Source: an optimization exercise on an open RTL-to-GDS flow (aim: small area, a short achievable clock period and few clock cycles per item). Production flows keep margins and buffers that such runs may drop.
At most, simulation tests tie the RTL to the original design; equivalence was not proved.
Power figures rest on the tool's default switching activity, not on a simulated workload.

==> inputs of run K <==
// bdgr_enc
module bdgr_enc (
    input  wire        clk,
    input  wire        rst,
    input  wire        start,
    input  wire [15:0] width,
    input  wire [15:0] height,
    input  wire        pred_med,
    output wire        busy,
    input  wire        in_valid,
    input  wire [7:0]  in_pix,
    input  wire [7:0]  in_up,
    output wire        in_ready,
    output wire        out_valid,
    output wire [63:0] out_word,
    output wire        out_last,
    input  wire        out_ready
);
Settings: LEC_CHECK=0, ABC_AREA=1, CAP_MARGIN=20, CORE_MARGIN=2, CORE_UTILIZATION=40, CTS_BUF_LIST=sky130_fd_sc_hd__clkbuf_16, CTS_CLUSTER_DIAMETER=60, CTS_CLUSTER_SIZE=30, SLEW_MARGIN=20; clock period 11.0 ns.
standard.sh (not shown) runs the stock make flow with config.mk's settings and CLKGATE_MAP_FILE= SYNTH_SCRIPT=/design/flow/synth_recipe.tcl, a recipe that flattens the netlist after the stock synthesis.
==> flow/flow/run.sh <==
#!/bin/bash
set -euo pipefail
export BUFFER_PORTS_ARGS="-buffer_cell sky130_fd_sc_hd__buf_1"
export SETUP_SLACK_MARGIN=7.4
bash standard.sh > standard_make.log 2>&1
==> run M: changes against run K <==
--- a/flow/design.v
+++ b/flow/design.v
@@ -11,15 +11,15 @@
     input  wire [7:0]  in_up,
     output wire        in_ready,
     output wire        out_valid,
     output wire [63:0] out_word,
     output wire        out_last,
     input  wire        out_ready
 );
-    localparam integer ACW    = 104;           
+    localparam integer ACW    = 88;            
     localparam [6:0]   HOLD_T = ACW - 20;      
     reg        busy_r, in_ready_r, out_valid_r, out_last_r;
     reg        busy_o;        
     reg        med_r;
     reg [15:0] w_r;
     reg [15:0] xc;            
     reg [15:0] yc;            
Settings changed: ABC_AREA 1 to not set, CORE_UTILIZATION 40 to 55, PLACE_DENSITY set to 0.7.
==> run Y: changes against run K <==
==> flow/design.v (replaced) <==
module bdgr_enc (
    input  wire        clk,
    input  wire        rst,
    input  wire        start,
    input  wire [15:0] width,
    input  wire [15:0] height,
    input  wire        pred_med,
    output wire        busy,
    input  wire        in_valid,
    input  wire [7:0]  in_pix,
    input  wire [7:0]  in_up,
    output wire        in_ready,
    output wire        out_valid,
    output wire [63:0] out_word,
    output wire        out_last,
    input  wire        out_ready
);
    localparam integer ACW    = 104;           
    localparam [6:0]   HOLD_T = ACW - 20;      
    reg        busy_r, in_ready_r, out_valid_r, out_last_r;
    reg        med_r;
    reg [15:0] w_r;
    reg [15:0] xc;            
    reg [15:0] yc;            
    reg        first_col, first_row;
    reg        pix_done;      
    reg        v0;            
    reg [7:0]  pix0, up0;
    reg        fc0, fr0;      
    reg [7:0]  pa;            
    reg [7:0]  pc;            
    reg        v1;            
    reg [7:0]  d1;
    reg [2:0]  k_r;           
    reg [6:0]  spos;          
    reg        v2;            
    reg [6:0]  pos2;          
    reg [7:0]  data2;         
    reg [ACW-1:0] acc;
    assign busy      = busy_r;
    assign in_ready  = in_ready_r;
    assign out_valid = out_valid_r;
    assign out_last  = out_last_r;
    assign out_word  = acc[63:0];
    wire accept = in_valid & in_ready_r;
    wire fire   = out_valid_r & out_ready;
    wire [7:0] na = fc0 ? 8'd0 : pa;
    wire [7:0] nb = fr0 ? 8'd0 : up0;
    wire [7:0] nc = (fc0 | fr0) ? 8'd0 : pc;
    wire [7:0] pmin = (fc0 & (med_r | fr0)) ? 8'd0 : pa;   
    wire c_ge   = (nc >= na);
    wire b_le_c = (nb <= nc);
    wire b_le_a = (nb <= na);
    wire use_ab = c_ge ~^ b_le_c;        
    wire use_b  = c_ge ~^ b_le_a;        
    wire [7:0] pc3 = na + nb - nc;
    reg [7:0] pred;
    always @(*) begin
        if (!med_r)
            pred = pmin;
        else if (!use_ab)
            pred = pc3;
        else
            pred = use_b ? nb : na;
    end
    wire [7:0] dnew = pix0 - pred;
    wire [7:0] r    = {d1[6:0], 1'b0} ^ {8{d1[7]}};
    wire [7:0] q    = r >> k_r;
    wire       esc  = (q >= 8'd11);
    wire [7:0] mask = ~(8'hff << k_r);
    wire [3:0] qoff = esc ? 4'd11 : q[3:0];
    wire [4:0] len  = esc ? 5'd20 : ({1'b0, q[3:0]} + 5'd1 + {2'd0, k_r});
    wire [7:0] data = esc ? r : (r & mask);
    reg [2:0] k_next;
    always @(*) begin
        if      (r <= 8'd1)   k_next = 3'd0;
        else if (r <= 8'd4)   k_next = 3'd1;
        else if (r <= 8'd8)   k_next = 3'd2;
        else if (r <= 8'd16)  k_next = 3'd3;
        else if (r <= 8'd32)  k_next = 3'd4;
        else if (r <= 8'd64)  k_next = 3'd5;
        else if (r <= 8'd128) k_next = 3'd6;
        else                  k_next = 3'd7;
    end
    wire hold = v1 & (spos > HOLD_T);
    wire adv1 = v1 & ~hold;
    wire [6:0] spos_add = spos + (adv1 ? {2'd0, len} : 7'd0);
    wire [6:0] spos_next = {spos_add[6] & ~fire, spos_add[5:0]};
    wire [6:0] pos_add   = spos + {3'd0, qoff};
    wire [6:0] pos_next  = {pos_add[6] & ~fire, pos_add[5:0]};
    wire [ACW-1:0] ins = {{(ACW-9){1'b0}}, data2 & {8{v2}}, v2} << pos2;
    wire [ACW-1:0] acc_or = acc | ins;
    wire [ACW-1:0] acc_next = fire ? {64'd0, acc_or[ACW-1:64]} : acc_or;
    wire last_col = (xc == 16'd1);
    wire last_row = (yc == 16'd1);
    wire busy_next     = busy_r & ~(fire & out_last_r);
    wire pix_done_next = pix_done | (accept & last_col & last_row);
    wire alldone_next  = pix_done & ~v0 & ~v1;
    wire [6:0] epos_next = {spos[6] & ~fire, spos[5:0]};
    wire load = ~busy_r & start;
    always @(posedge clk) begin
        if (rst) begin
            busy_r      <= 1'b0;
            in_ready_r  <= 1'b0;
            out_valid_r <= 1'b0;
            out_last_r  <= 1'b0;
        end else if (!busy_r) begin
            busy_r      <= start;
            in_ready_r  <= start;
            out_valid_r <= 1'b0;
        end else begin
            busy_r      <= busy_next;
            in_ready_r  <= busy_next & ~pix_done_next & (spos_next <= HOLD_T);
            out_valid_r <= busy_next & (epos_next[6] | (alldone_next & (epos_next != 7'd0)));
            out_last_r  <= alldone_next & (epos_next <= 7'd64);
        end
    end
    always @(posedge clk) begin
        if (load) begin
            med_r     <= pred_med;
            w_r       <= width;
            xc        <= width;
            yc        <= height;
            first_col <= 1'b1;
            first_row <= 1'b1;
            pix_done  <= 1'b0;
        end else if (accept) begin
            first_col <= last_col;
            pix_done  <= last_col & last_row;
            if (last_col) begin
                xc <= w_r;
                yc <= yc - 16'd1;
                first_row <= 1'b0;
            end else begin
                xc <= xc - 16'd1;
            end
        end
    end
    always @(posedge clk) begin
        v0 <= ~rst & (hold ? v0 : accept);
        if (!hold) begin
            pix0 <= in_pix;
            up0  <= in_up;
            fc0  <= first_col;
            fr0  <= first_row;
            if (v0) begin
                pa <= pix0;
                pc <= up0;
            end
        end
    end
    always @(posedge clk) begin
        v1 <= ~rst & (hold ? v1 : v0);
        if (!hold)
            d1 <= dnew;
        if (load)
            k_r <= 3'd7;
        else if (adv1)
            k_r <= k_next;
        v2    <= ~rst & adv1;
        pos2  <= pos_next;
        data2 <= data;
        spos  <= load ? 7'd32 : spos_next;
        acc   <= load ? {{(ACW-32){1'b0}}, height, width} : acc_next;
    end
endmodule
==> flow/run.sh (new file) <==
#!/bin/bash
# synth_recipe.tcl (not shown) runs the flow's synth.tcl, then flattens the netlist and writes it again
# the make line also repeats each setting of config.mk as NAME=value (left out here)
make -C /OpenROAD-flow-scripts/flow DESIGN_CONFIG=/design/flow/config.mk WORK_HOME=/design/flow/orfs CLKGATE_MAP_FILE= SYNTH_SCRIPT=/design/flow/synth_recipe.tcl finish
Settings changed: ABC_AREA 1 to not set, CTS_BUF_LIST sky130_fd_sc_hd__clkbuf_16 to not set, CTS_CLUSTER_DIAMETER 60 to not set, CTS_CLUSTER_SIZE 30 to not set.
removed: flow/flow/run.sh
removed: flow/standard.sh
==> impl_results.md <==
* Clk. pwr at about 0.00065 W
* Clock sink count at ~220
* HP Start: acc[82]
* Int Power at 0.00151 W
* First-pass GRT wire length at around 49000 um
* Yosys cell types at between 70 and 80
* Post-synthesis adder-cell area fraction at 0.0698
* PwrDens at roughly 170 mW/mm^2
* Post-CTS Setup Bufs at 3
* Critical R2R Launch: dB0[1]
* CP arrival at ~3800 ps
* Status: complete, no violations
* Final WS setup at between 7000 and 8000 ps
* Die Span Y at about 150 um
* Simple-gate share of the synthesized area at 0.169
* Synth Area in Compound Gates at 0.172
* Largest family of logic cells by synthesized area: compound AO/OA/AOI/OAI gates
(the above is from run M)
==> impl_results.md <==
* Largest family of logic cells by synthesized area: simple AND/OR/NAND/NOR gates
* Simple-gate share of the synthesized area at 0.207
* Clock sink count at roughly 230
* HP Start: busy_o
* Post-CTS Setup Bufs at 0
* Critical R2R Launch: qoffR[0]
* Post-synthesis adder-cell area fraction at 0.0654
* Synth Area in Compound Gates at 0.153
* Status: complete, no violations
* Int Power at between 0.0015 and 0.002 W
* CP arrival at roughly 3800 ps
* Die Span Y at ~190 um
* Final WS setup at roughly 7600 ps
* PwrDens at ~170 mW/mm^2
(the above is from run K)
==> impl_results.md <==
* CP arrival at roughly 5400 ps
* Yosys cell types at 82
* Largest family of logic cells by synthesized area: compound AO/OA/AOI/OAI gates
* Synth Area in Compound Gates at 0.186
* Clock sink count at 230
* Post-CTS Setup Bufs at 0
* First-pass GRT wire length at about 52000 um
* Clk. pwr at approximately 0.00089 W
* Die Span Y at 182 um
* Status: complete, no violations
* Final WS setup at about 5900 ps
* Int Power at between 0.0015 and 0.002 W
* Simple-gate share of the synthesized area at 0.150
(the above is from run Y)
Testbench counts of run M, summed over its fixed seeds: cycles 34,785, items 34,030.
Testbench counts of run Y, summed over its fixed seeds: cycles 34,425, items 34,030.
Only the layout flow was run in run K; the RTL was not checked for function there.

-- port drivers added, routing unchanged --
The flow's constraints put no driver on any port. The routed layouts listed below were extracted and timed again, unchanged, in two steps.
Step 1 (the two cells are an assumption about what drives the block):
set clk [get_ports {clk}]
set_driving_cell -lib_cell sky130_fd_sc_hd__clkbuf_16 $clk
set_driving_cell -lib_cell sky130_fd_sc_hd__buf_2 [delete_from_list [all_inputs] $clk]
Step 2 times the ports against the registers' clock, not the clock port: input delays grow and output delays shrink by t, the midpoint of the rising clock arrivals with the driver on.
Slacks: ideal ports / drivers / drivers and shift; pairs: ideal ports / drivers.
run | shift t [ns] | setup WS [ns] | worst setup path after step 2
run K | 0.583 | 7.602 / 7.588 / 7.048 | input to register
run M | 0.532 | 7.480 / 7.480 / 7.014 | input to register
run Y | 0.583 | 5.887 / 5.887 / 5.887 | register to register
After both steps every run listed still meets setup and hold. The setup slack of run K, which loses most, moves by -0.014 ns with the drivers and by -0.554 ns with both steps.
